Context: an optimization exercise on an open-source flow, tuned for small area, a short achievable clock period and few clock cycles per item. The choices shown serve that exercise and are no tape-out recipe.
At most, simulation tests tie the RTL to the original design; equivalence was not proved.
Power figures rest on the tool's default switching activity, not on a simulated workload.

==> flow/design.v <==
module varint_unit (
  input             clk,
  input             rst,
  input             cmd_valid,
  output            cmd_ready,
  input      [7:0]  cmd_op,
  input      [63:0] cmd_arg,
  output            snk_valid,
  output     [7:0]  snk_data,
  input             snk_ready,
  input      [1:0]  snk_resp,
  output            src_req,
  input             src_ready,
  input      [7:0]  src_data,
  input      [1:0]  src_resp,
  output            rsp_valid,
  output     [3:0]  rsp_status,
  output     [63:0] rsp_res,
  output     [79:0] rsp_buf
);
  genvar g;
  integer i;
  reg        rdy;       
  reg        pv;        
  reg        cls_e, cls_d, cls_b, cls_c;    
  reg [63:0] val;       
  reg        ex_e;      
  reg        ex_d;      
  reg        ex_i;      
  reg [7:0]  sd;        
  reg [3:0]  k;         
  reg        rv;        
  reg [2:0]  rst_st;    
  reg [9:0]  rdec;      
  reg [3:0]  cnt;       
  reg [8:0]  rcont;     
  assign cmd_ready  = rdy;
  assign snk_valid  = ex_e;
  assign snk_data   = sd;
  assign src_req    = ex_d;
  assign rsp_valid  = rv;
  assign rsp_status = {1'b0, rst_st};
  wire [63:0] rmask;
  generate
    for (g = 0; g < 9; g = g + 1) begin : g_rmask
      assign rmask[7*g +: 7] = {7{rdec[g]}};
    end
  endgenerate
  assign rmask[63] = rdec[9];
  assign rsp_res    = {val[63:4] & rmask[63:4], rdec[0] ? val[3:0] : cnt};
  generate
    for (g = 0; g < 9; g = g + 1) begin : g_buf
      assign rsp_buf[8*g +: 7] = val[7*g +: 7];
      assign rsp_buf[8*g + 7]  = rcont[g];
    end
  endgenerate
  assign rsp_buf[79:72] = {7'd0, val[63]};
  wire c_e = (cmd_op == 8'h00);
  wire c_b = (cmd_op == 8'h01);
  wire c_c = (cmd_op == 8'h02);
  wire c_d = (cmd_op == 8'h10);
  wire acc = cmd_valid & rdy;
  wire e_err  = snk_resp != 2'd0;
  wire e_step = ex_e & snk_ready;
  wire e_adv  = e_step & sd[7];
  wire e_fin  = e_step & (e_err | ~sd[7]);
  wire d_err  = src_resp != 2'd0;
  wire d_pull = ex_d & src_ready;
  wire d_last = (k == 4'd9);
  wire d_fin  = d_pull & (d_err | ~src_data[7] | d_last);
  wire fin    = e_fin | d_fin | ex_i;
  wire exfree = fin | ~(ex_e | ex_d | ex_i);
  wire st_pend = exfree & pv;
  wire st_cmd  = exfree & ~pv & acc;
  wire s_e     = pv ? cls_e : c_e;
  wire s_d     = pv ? cls_d : c_d;
  wire s_b     = pv ? cls_b : c_b;
  wire [63:0] s_arg = pv ? val : cmd_arg;
  wire start_e = (st_pend | st_cmd) & s_e;
  wire start_d = (st_pend | st_cmd) & s_d;
  wire start_i = (st_pend | st_cmd) & ~s_e & ~s_d;
  wire val_more = |val[63:14];      
  wire [9:0] nz;
  generate
    for (g = 0; g < 9; g = g + 1) begin : g_nz
      assign nz[g] = |val[7*g +: 7];
    end
  endgenerate
  assign nz[9] = val[63];
  wire [3:0] vlen = nz[9] ? 4'd10 : nz[8] ? 4'd9 : nz[7] ? 4'd8 : nz[6] ? 4'd7 :
                    nz[5] ? 4'd6  : nz[4] ? 4'd5 : nz[3] ? 4'd4 : nz[2] ? 4'd3 :
                    nz[1] ? 4'd2  : 4'd1;
  wire [8:0] vcont;
  generate
    for (g = 0; g < 9; g = g + 1) begin : g_cont
      assign vcont[g] = |val[63:7*g+7];
    end
  endgenerate
  wire s_more = pv ? vcont[0] : |cmd_arg[63:7];
  wire pv_next   = (acc & ~exfree) | (pv & ~exfree);
  wire d_next    = exfree ? start_d : ex_d;
  wire more_next = exfree ? (start_e & s_more) : (ex_e & (e_adv ? val_more : sd[7]));
  always @(posedge clk) begin
    if (rst) begin
      rdy  <= 1'b1;
      pv   <= 1'b0;
      ex_e <= 1'b0;
      ex_d <= 1'b0;
      ex_i <= 1'b0;
      rv   <= 1'b0;
    end else begin
      rdy  <= ~pv_next & ~more_next & ~d_next & ~(start_i & s_b);
      pv   <= pv_next;
      if (exfree) begin
        ex_e <= start_e;
        ex_d <= start_d;
        ex_i <= start_i;
      end
      rv   <= fin;
    end
  end
  always @(posedge clk) begin
    if (exfree) k <= 4'd0;
    else if (e_adv | d_pull) k <= k + 4'd1;
  end
  always @(posedge clk) begin
    if (acc) begin
      cls_e <= c_e;
      cls_d <= c_d;
      cls_b <= c_b;
      cls_c <= c_c;
    end
  end
  wire [63:0] val_d;
  wire [9:0]  val_we;
  generate
    for (g = 0; g < 9; g = g + 1) begin : g_val
      wire [6:0] shr7 = (g < 8) ? val[7*g+7 +: 7] : {6'd0, val[63]};
      assign val_d[7*g +: 7] = rdy ? cmd_arg[7*g +: 7] : ex_e ? shr7 : src_data[6:0];
    end
    for (g = 0; g < 10; g = g + 1) begin : g_we
      assign val_we[g] = acc | e_adv | (d_pull & (k == g));
    end
  endgenerate
  assign val_d[63] = rdy ? cmd_arg[63] : ~ex_e & src_data[0];
  always @(posedge clk) begin
    for (i = 0; i < 9; i = i + 1)
      if (val_we[i]) val[7*i +: 7] <= val_d[7*i +: 7];
    if (val_we[9]) val[63] <= val_d[63];
  end
  always @(posedge clk) begin
    if (start_e)
      sd <= {s_more, s_arg[6:0]};
    else if (e_adv)
      sd <= {val_more, val[13:7]};
  end
  always @(posedge clk) begin
    if (e_fin)
      rst_st <= ~e_err ? 3'd0 : snk_resp[1] ? 3'd6 : 3'd1;
    else if (d_fin)
      rst_st <= d_err ? (src_resp[1] ? 3'd6 : 3'd1) : (src_data[7] ? 3'd2 : 3'd0);
    else if (ex_i)
      rst_st <= (cls_b | cls_c) ? 3'd0 : 3'd7;
  end
  always @(posedge clk) begin
    for (i = 0; i < 10; i = i + 1)
      rdec[i] <= d_fin & (k >= i);
    cnt  <= e_fin ? k + 4'd1 : vlen;
  end
  always @(posedge clk) begin
    rcont <= vcont;
  end
endmodule
export LEC_CHECK = 0
export CAP_MARGIN = 20
export CORE_MARGIN = 2
export CORE_UTILIZATION = 45
export SETUP_SLACK_MARGIN = 2.8
export SLEW_MARGIN = 20
create_clock -name core_clock -period 5.0 [get_ports {clk}]
standard.sh (not shown) runs the stock make flow with config.mk's settings and CLKGATE_MAP_FILE= SYNTH_SCRIPT=/design/flow/synth_recipe.tcl, a recipe that flattens the netlist after the stock synthesis.
==> flow/flow/run.sh <==
#!/bin/bash
# Standard synthesis and layout, with two changes:
#  - the combinational logic of the standard synthesis netlist is re-mapped
#    by ABC with a delay-driven script (flip-flops untouched), see remap.sh;
#  - the port buffers are the small, fast buf_1 (instead of the default pick,
#    a clkdlybuf4s50_1 delay cell).
set -euo pipefail
BUF="BUFFER_PORTS_ARGS=-buffer_cell sky130_fd_sc_hd__buf_1"
R=orfs/results/$FLOW_PLATFORM/varint_unit/base
bash standard.sh "$BUF" synth > 1_standard_synth.log 2>&1
cp $R/1_2_yosys.v 1_2_yosys.standard.v
export DONT_USE_CELLS="$(awk '/^export DONT_USE_CELLS/{f=1} f{print} f&&!/\\$/{exit}' $FLOW_HOME/platforms/$FLOW_PLATFORM/config.mk | grep -oE 'sky130_fd_sc_hd__[A-Za-z0-9_]+' | tr '\n' ' ')"
bash flow/remap.sh $PWD/1_2_yosys.standard.v $PWD/1_2_yosys.remap.v $PWD/flow/abc_delay.script > 2_remap.log 2>&1
cp 1_2_yosys.remap.v $R/1_2_yosys.v
rm -f $R/1_synth.odb $R/1_synth.sdc
bash standard.sh "$BUF" finish > 3_standard_finish.log 2>&1
==> flow/flow/abc_delay.script <==
strash
dch -f
map -D 1000
topo
buffer -p
upsize -D 1000
dnsize -D 1000
==> flow/flow/remap.sh <==
#!/bin/bash
# Re-map the combinational logic of the standard synthesis netlist with a
# delay-driven ABC script. Flip-flops (and their instance names and cell
# types) are left exactly as the standard synthesis made them.
# usage: remap.sh IN.v OUT.v ABC_SCRIPT
set -euo pipefail
in=$1; out=$2; scr=$3
LIB=$FLOW_HOME/platforms/sky130hd/lib/sky130_fd_sc_hd__tt_025C_1v80.lib
seq=$(grep -oE 'sky130_fd_sc_hd__[a-z0-9_]+' "$in" | sort -u | grep -E '__(e?s?df|dl|sdf|edf|conb)' | tr '\n' ' ')
dontuse=""
for c in $DONT_USE_CELLS; do dontuse="$dontuse -dont_use $c"; done
printf 'set_driving_cell sky130_fd_sc_hd__buf_1\nset_load 5\n' > remap_abc.constr
cat > remap.ys <<EOT
read_liberty -ignore_miss_func $LIB
blackbox $seq
read_verilog $in
hierarchy -top $FLOW_TOP
flatten
opt_clean
techmap
opt -fast
abc -script $scr -liberty $LIB $dontuse -constr remap_abc.constr
opt_clean -purge
hilomap -singleton -hicell sky130_fd_sc_hd__conb_1 HI -locell sky130_fd_sc_hd__conb_1 LO
splitnets
rename -hide w:*.*
opt_clean -purge
stat -liberty $LIB
write_verilog -noattr -noexpr -nohex -nodec $out
EOT
yosys -s remap.ys
Testbench counts at the start, summed over its fixed seeds: cycles 21,216, items 4,800.
Then changed:
--- a/flow/design.v
+++ b/flow/design.v
@@ -78,9 +78,8 @@
   wire [63:0] s_arg = pv ? val : cmd_arg;
   wire start_e = (st_pend | st_cmd) & s_e;
   wire start_d = (st_pend | st_cmd) & s_d;
   wire start_i = (st_pend | st_cmd) & ~s_e & ~s_d;
-  wire val_more = |val[63:14];      
   wire [9:0] nz;
   generate
     for (g = 0; g < 9; g = g + 1) begin : g_nz
       assign nz[g] = |val[7*g +: 7];
@@ -96,8 +95,19 @@
       assign vcont[g] = |val[63:7*g+7];
     end
   endgenerate
   wire s_more = pv ? vcont[0] : |cmd_arg[63:7];
+  reg [6:0] nxt_grp;
+  reg       val_more;
+  always @(*) begin
+    nxt_grp  = {6'd0, val[63]};
+    val_more = 1'b0;
+    for (i = 0; i < 8; i = i + 1)
+      if (k == i) begin
+        nxt_grp  = val[7*i+7 +: 7];
+        val_more = vcont[i+1];
+      end
+  end
   wire pv_next   = (acc & ~exfree) | (pv & ~exfree);
   wire d_next    = exfree ? start_d : ex_d;
   wire more_next = exfree ? (start_e & s_more) : (ex_e & (e_adv ? val_more : sd[7]));
   always @(posedge clk) begin
@@ -134,16 +144,15 @@
   wire [63:0] val_d;
   wire [9:0]  val_we;
   generate
     for (g = 0; g < 9; g = g + 1) begin : g_val
-      wire [6:0] shr7 = (g < 8) ? val[7*g+7 +: 7] : {6'd0, val[63]};
-      assign val_d[7*g +: 7] = rdy ? cmd_arg[7*g +: 7] : ex_e ? shr7 : src_data[6:0];
+      assign val_d[7*g +: 7] = rdy ? cmd_arg[7*g +: 7] : src_data[6:0];
     end
     for (g = 0; g < 10; g = g + 1) begin : g_we
-      assign val_we[g] = acc | e_adv | (d_pull & (k == g));
+      assign val_we[g] = acc | (d_pull & (k == g));
     end
   endgenerate
-  assign val_d[63] = rdy ? cmd_arg[63] : ~ex_e & src_data[0];
+  assign val_d[63] = rdy ? cmd_arg[63] : src_data[0];
   always @(posedge clk) begin
     for (i = 0; i < 9; i = i + 1)
       if (val_we[i]) val[7*i +: 7] <= val_d[7*i +: 7];
     if (val_we[9]) val[63] <= val_d[63];
@@ -151,9 +160,9 @@
   always @(posedge clk) begin
     if (start_e)
       sd <= {s_more, s_arg[6:0]};
     else if (e_adv)
-      sd <= {val_more, val[13:7]};
+      sd <= {val_more, nxt_grp};
   end
   always @(posedge clk) begin
     if (e_fin)
       rst_st <= ~e_err ? 3'd0 : snk_resp[1] ? 3'd6 : 3'd1;
After rerunning:
- The changed run finished with timing, DRC and antenna clean
- sequential share of layout area shrinks by 1.3 points
- first-iteration DRC count increases by 13%
- critical path depth climbs by 2
- power goes up by 1.7%
- routed wire length rose by 14%
- global-route usage came out higher by 3.8 points
- cell area grows by 3.3%
- fmax shrinks by 6.7%
- core utilization went up by 1.5 points
- worst setup slack is worse by 0.16 ns
- count of clock-buffer cells in the layout goes down by 3
- via count went up by 9.4%
The RTL of the second run of this note was laid out without a check of its function.

Another version of the RTL of varint_unit (not shown whole).
For scale: ~830 cells after synthesis, ~250 I/O pins, ~8400 um^2 of cells after synthesis.
==> module varint_unit, before the edit <==
module varint_unit (
  input             clk,
  input             rst,
  input             cmd_valid,
  output            cmd_ready,
  input      [7:0]  cmd_op,
  input      [63:0] cmd_arg,
  output            snk_valid,
  output     [7:0]  snk_data,
  input             snk_ready,
  input      [1:0]  snk_resp,
  output            src_req,
  input             src_ready,
  input      [7:0]  src_data,
  input      [1:0]  src_resp,
  output            rsp_valid,
  output     [3:0]  rsp_status,
  output     [63:0] rsp_res,
  output     [79:0] rsp_buf
);
  genvar g;
  integer i;
  reg        rdy;       
  reg        pv;        
  reg        cls_e, cls_d, cls_b, cls_c;    
  reg [63:0] val;       
  reg        ex_e;      
  reg        ex_d;      
  reg        ex_i;      
  reg [7:0]  sd;        
  reg [3:0]  k;         
  reg        rv;        
  reg [2:0]  rst_st;    
  reg [63:0] res;       
  reg [72:0] rbuf;      
  assign cmd_ready  = rdy;
  assign snk_valid  = ex_e;
  assign snk_data   = sd;
  assign src_req    = ex_d;
  assign rsp_valid  = rv;
  assign rsp_status = {1'b0, rst_st};
  assign rsp_res    = res;
  assign rsp_buf    = {7'd0, rbuf};
  wire c_e = (cmd_op == 8'h00);
  wire c_b = (cmd_op == 8'h01);
  wire c_c = (cmd_op == 8'h02);
  wire c_d = (cmd_op == 8'h10);
  wire acc = cmd_valid & rdy;
  wire e_err  = snk_resp != 2'd0;
  wire e_step = ex_e & snk_ready;
  wire e_adv  = e_step & ~e_err & sd[7];           
  wire e_fin  = e_step & (e_err | ~sd[7]);
  wire d_err  = src_resp != 2'd0;
  wire d_pull = ex_d & src_ready;
  wire d_last = (k == 4'd9);
  wire d_fin  = d_pull & (d_err | ~src_data[7] | d_last);
  wire fin    = e_fin | d_fin | ex_i;
  wire exfree = fin | ~(ex_e | ex_d | ex_i);
  wire st_pend = exfree & pv;
  wire st_cmd  = exfree & ~pv & acc;
  wire s_e     = pv ? cls_e : c_e;
  wire s_d     = pv ? cls_d : c_d;
  wire [63:0] s_arg = pv ? val : cmd_arg;
  wire start_e = (st_pend | st_cmd) & s_e;
  wire start_d = (st_pend | st_cmd) & s_d;
  wire start_i = (st_pend | st_cmd) & ~s_e & ~s_d;
  wire s_more   = |s_arg[63:7];     
  wire val_more = |val[63:7];       
  wire [9:0] nz;
  generate
    for (g = 0; g < 9; g = g + 1) begin : g_nz
      assign nz[g] = |val[7*g +: 7];
    end
  endgenerate
  assign nz[9] = val[63];
  wire [3:0] vlen = nz[9] ? 4'd10 : nz[8] ? 4'd9 : nz[7] ? 4'd8 : nz[6] ? 4'd7 :
                    nz[5] ? 4'd6  : nz[4] ? 4'd5 : nz[3] ? 4'd4 : nz[2] ? 4'd3 :
                    nz[1] ? 4'd2  : 4'd1;
  wire [72:0] vbytes;
  generate
    for (g = 0; g < 9; g = g + 1) begin : g_bytes
      assign vbytes[8*g +: 7] = val[7*g +: 7];
      assign vbytes[8*g + 7]  = |val[63:7*g+7];
    end
  endgenerate
  assign vbytes[72] = val[63];
  wire pv_next   = (acc & ~exfree) | (pv & ~exfree);
  wire more_next = exfree ? (start_e & s_more) : (ex_e & (e_adv ? val_more : sd[7]));
  always @(posedge clk) begin
    if (rst) begin
      rdy  <= 1'b1;
      pv   <= 1'b0;
      ex_e <= 1'b0;
      ex_d <= 1'b0;
      ex_i <= 1'b0;
      rv   <= 1'b0;
    end else begin
      rdy  <= ~pv_next & ~more_next;
      pv   <= pv_next;
      if (exfree) begin
        ex_e <= start_e;
        ex_d <= start_d;
        ex_i <= start_i;
      end
      rv   <= fin;
    end
  end
  always @(posedge clk) begin
    if (exfree) k <= 4'd0;
    else if (e_adv | d_pull) k <= k + 4'd1;
  end
  always @(posedge clk) begin
    if (acc) begin
      cls_e <= c_e;
      cls_d <= c_d;
      cls_b <= c_b;
      cls_c <= c_c;
    end
  end
  always @(posedge clk) begin
    if (acc)
      val <= (st_cmd & c_e) ? {7'd0, cmd_arg[63:7]} : cmd_arg;
    else if ((st_pend & cls_e) | e_adv)
      val <= {7'd0, val[63:7]};
  end
  always @(posedge clk) begin
    if (start_e)
      sd <= {s_more, s_arg[6:0]};
    else if (e_adv)
      sd <= {val_more, val[6:0]};
  end
  always @(posedge clk) begin
    if (e_fin)
      rst_st <= ~e_err ? 3'd0 : snk_resp[1] ? 3'd6 : 3'd1;
    else if (d_fin)
      rst_st <= d_err ? (src_resp[1] ? 3'd6 : 3'd1) : (src_data[7] ? 3'd2 : 3'd0);
    else if (ex_i)
      rst_st <= (cls_b | cls_c) ? 3'd0 : 3'd7;
  end
  always @(posedge clk) begin
    if (e_fin)
      res <= {60'd0, k + 4'd1};
    else if (ex_i)
      res <= {60'd0, vlen};
    else if (d_pull) begin
      for (i = 0; i < 9; i = i + 1)
        if (k == i)
          res[7*i +: 7] <= src_data[6:0];
        else if (k == 4'd0)
          res[7*i +: 7] <= 7'd0;
      res[63] <= d_last & src_data[0];
    end
  end
  always @(posedge clk) begin
    rbuf <= vbytes;
  end
endmodule
Settings: LEC_CHECK=0, CAP_MARGIN=20, CORE_MARGIN=2, CORE_UTILIZATION=45, CTS_BUF_LIST=sky130_fd_sc_hd__clkbuf_8, SLEW_MARGIN=20; clock period 5.0 ns.
Scripts as last shown in full above: flow/flow/run.sh, flow/flow/abc_delay.script, flow/flow/remap.sh
Edit:
--- a/flow/design.v
+++ b/flow/design.v
@@ -29,21 +29,27 @@
   reg        ex_i;      
   reg [7:0]  sd;        
   reg [3:0]  k;         
   reg        rv;        
   reg [2:0]  rst_st;    
   reg [63:0] res;       
-  reg [72:0] rbuf;      
+  reg [8:0]  rcont;     
   assign cmd_ready  = rdy;
   assign snk_valid  = ex_e;
   assign snk_data   = sd;
   assign src_req    = ex_d;
   assign rsp_valid  = rv;
   assign rsp_status = {1'b0, rst_st};
   assign rsp_res    = res;
-  assign rsp_buf    = {7'd0, rbuf};
+  generate
+    for (g = 0; g < 9; g = g + 1) begin : g_buf
+      assign rsp_buf[8*g +: 7] = val[7*g +: 7];
+      assign rsp_buf[8*g + 7]  = rcont[g];
+    end
+  endgenerate
+  assign rsp_buf[79:72] = {7'd0, val[63]};
   wire c_e = (cmd_op == 8'h00);
   wire c_b = (cmd_op == 8'h01);
   wire c_c = (cmd_op == 8'h02);
   wire c_d = (cmd_op == 8'h10);
   wire acc = cmd_valid & rdy;
   wire e_err  = snk_resp != 2'd0;
@@ -57,12 +63,13 @@
   wire fin    = e_fin | d_fin | ex_i;
   wire exfree = fin | ~(ex_e | ex_d | ex_i);
   wire st_pend = exfree & pv;
   wire st_cmd  = exfree & ~pv & acc;
   wire s_e     = pv ? cls_e : c_e;
   wire s_d     = pv ? cls_d : c_d;
+  wire s_b     = pv ? cls_b : c_b;
   wire [63:0] s_arg = pv ? val : cmd_arg;
   wire start_e = (st_pend | st_cmd) & s_e;
   wire start_d = (st_pend | st_cmd) & s_d;
   wire start_i = (st_pend | st_cmd) & ~s_e & ~s_d;
   wire s_more   = |s_arg[63:7];     
   wire val_more = |val[63:7];       
@@ -73,32 +80,30 @@
     end
   endgenerate
   assign nz[9] = val[63];
   wire [3:0] vlen = nz[9] ? 4'd10 : nz[8] ? 4'd9 : nz[7] ? 4'd8 : nz[6] ? 4'd7 :
                     nz[5] ? 4'd6  : nz[4] ? 4'd5 : nz[3] ? 4'd4 : nz[2] ? 4'd3 :
                     nz[1] ? 4'd2  : 4'd1;
-  wire [72:0] vbytes;
+  wire [8:0] vcont;
   generate
-    for (g = 0; g < 9; g = g + 1) begin : g_bytes
-      assign vbytes[8*g +: 7] = val[7*g +: 7];
-      assign vbytes[8*g + 7]  = |val[63:7*g+7];
+    for (g = 0; g < 9; g = g + 1) begin : g_cont
+      assign vcont[g] = |val[63:7*g+7];
     end
   endgenerate
-  assign vbytes[72] = val[63];
   wire pv_next   = (acc & ~exfree) | (pv & ~exfree);
   wire more_next = exfree ? (start_e & s_more) : (ex_e & (e_adv ? val_more : sd[7]));
   always @(posedge clk) begin
     if (rst) begin
       rdy  <= 1'b1;
       pv   <= 1'b0;
       ex_e <= 1'b0;
       ex_d <= 1'b0;
       ex_i <= 1'b0;
       rv   <= 1'b0;
     end else begin
-      rdy  <= ~pv_next & ~more_next;
+      rdy  <= ~pv_next & ~more_next & ~(start_i & s_b);    
       pv   <= pv_next;
       if (exfree) begin
         ex_e <= start_e;
         ex_d <= start_d;
         ex_i <= start_i;
       end
@@ -149,9 +154,9 @@
         else if (k == 4'd0)
           res[7*i +: 7] <= 7'd0;
       res[63] <= d_last & src_data[0];
     end
   end
   always @(posedge clk) begin
-    rbuf <= vbytes;
+    rcont <= vcont;
   end
 endmodule
Combinational power goes up by about 5%.
First-iteration DRC count climbs by 26%.
Design area falls by 17%.
Maximum frequency fell by 0.48%.
Non-clock buffer count rose by 2.
Utilization shrinks by 0.92 points.
Area after synthesis decreases by 16%.
Sequential share of layout area drops by 4.2 points.
Wire length goes down by 6.9%.
Clock-buffer cell count goes down by 38.
Cell count falls by 7.9%.
Via count falls by 5.2%.
Worst setup slack degrades by 0.016 ns.
No functional check of the RTL was part of any run of this note.

-- static timing again, ports no longer ideal --
The flow's constraints put no driver on any port. The routed layouts listed below were extracted and timed again, unchanged, in two steps.
Step 1, drivers: a clkbuf_16 drives clk and a buf_2 each remaining input, both assumed.
Step 2 also shifts input and output timing later by t, the mid clock arrival at the registers, as if the neighbouring blocks saw the same clock.
Three values: no drivers, after step 1, after step 2; two values: the first two.
run | shift t [ns] | setup WS [ns] | worst setup path after step 2 | cell pins on the clock port's net
the first run of note 1 | 0.393 | 2.836 / 2.798 / 2.460 | input to register | 1
the second run of note 1 | 0.401 | 2.681 / 2.694 / 2.292 | input to register | 1
the first run of note 2 | 0.551 | 1.598 / 1.614 / 1.063 | input to register | 1
the second run of note 2 | 0.476 | 1.581 / 1.597 / 1.121 | input to register | 1
After both steps setup and hold are still met in every run listed. The setup slack of the first run of note 2, which loses most, moves by +0.016 ns with the drivers and by -0.535 ns with both steps.
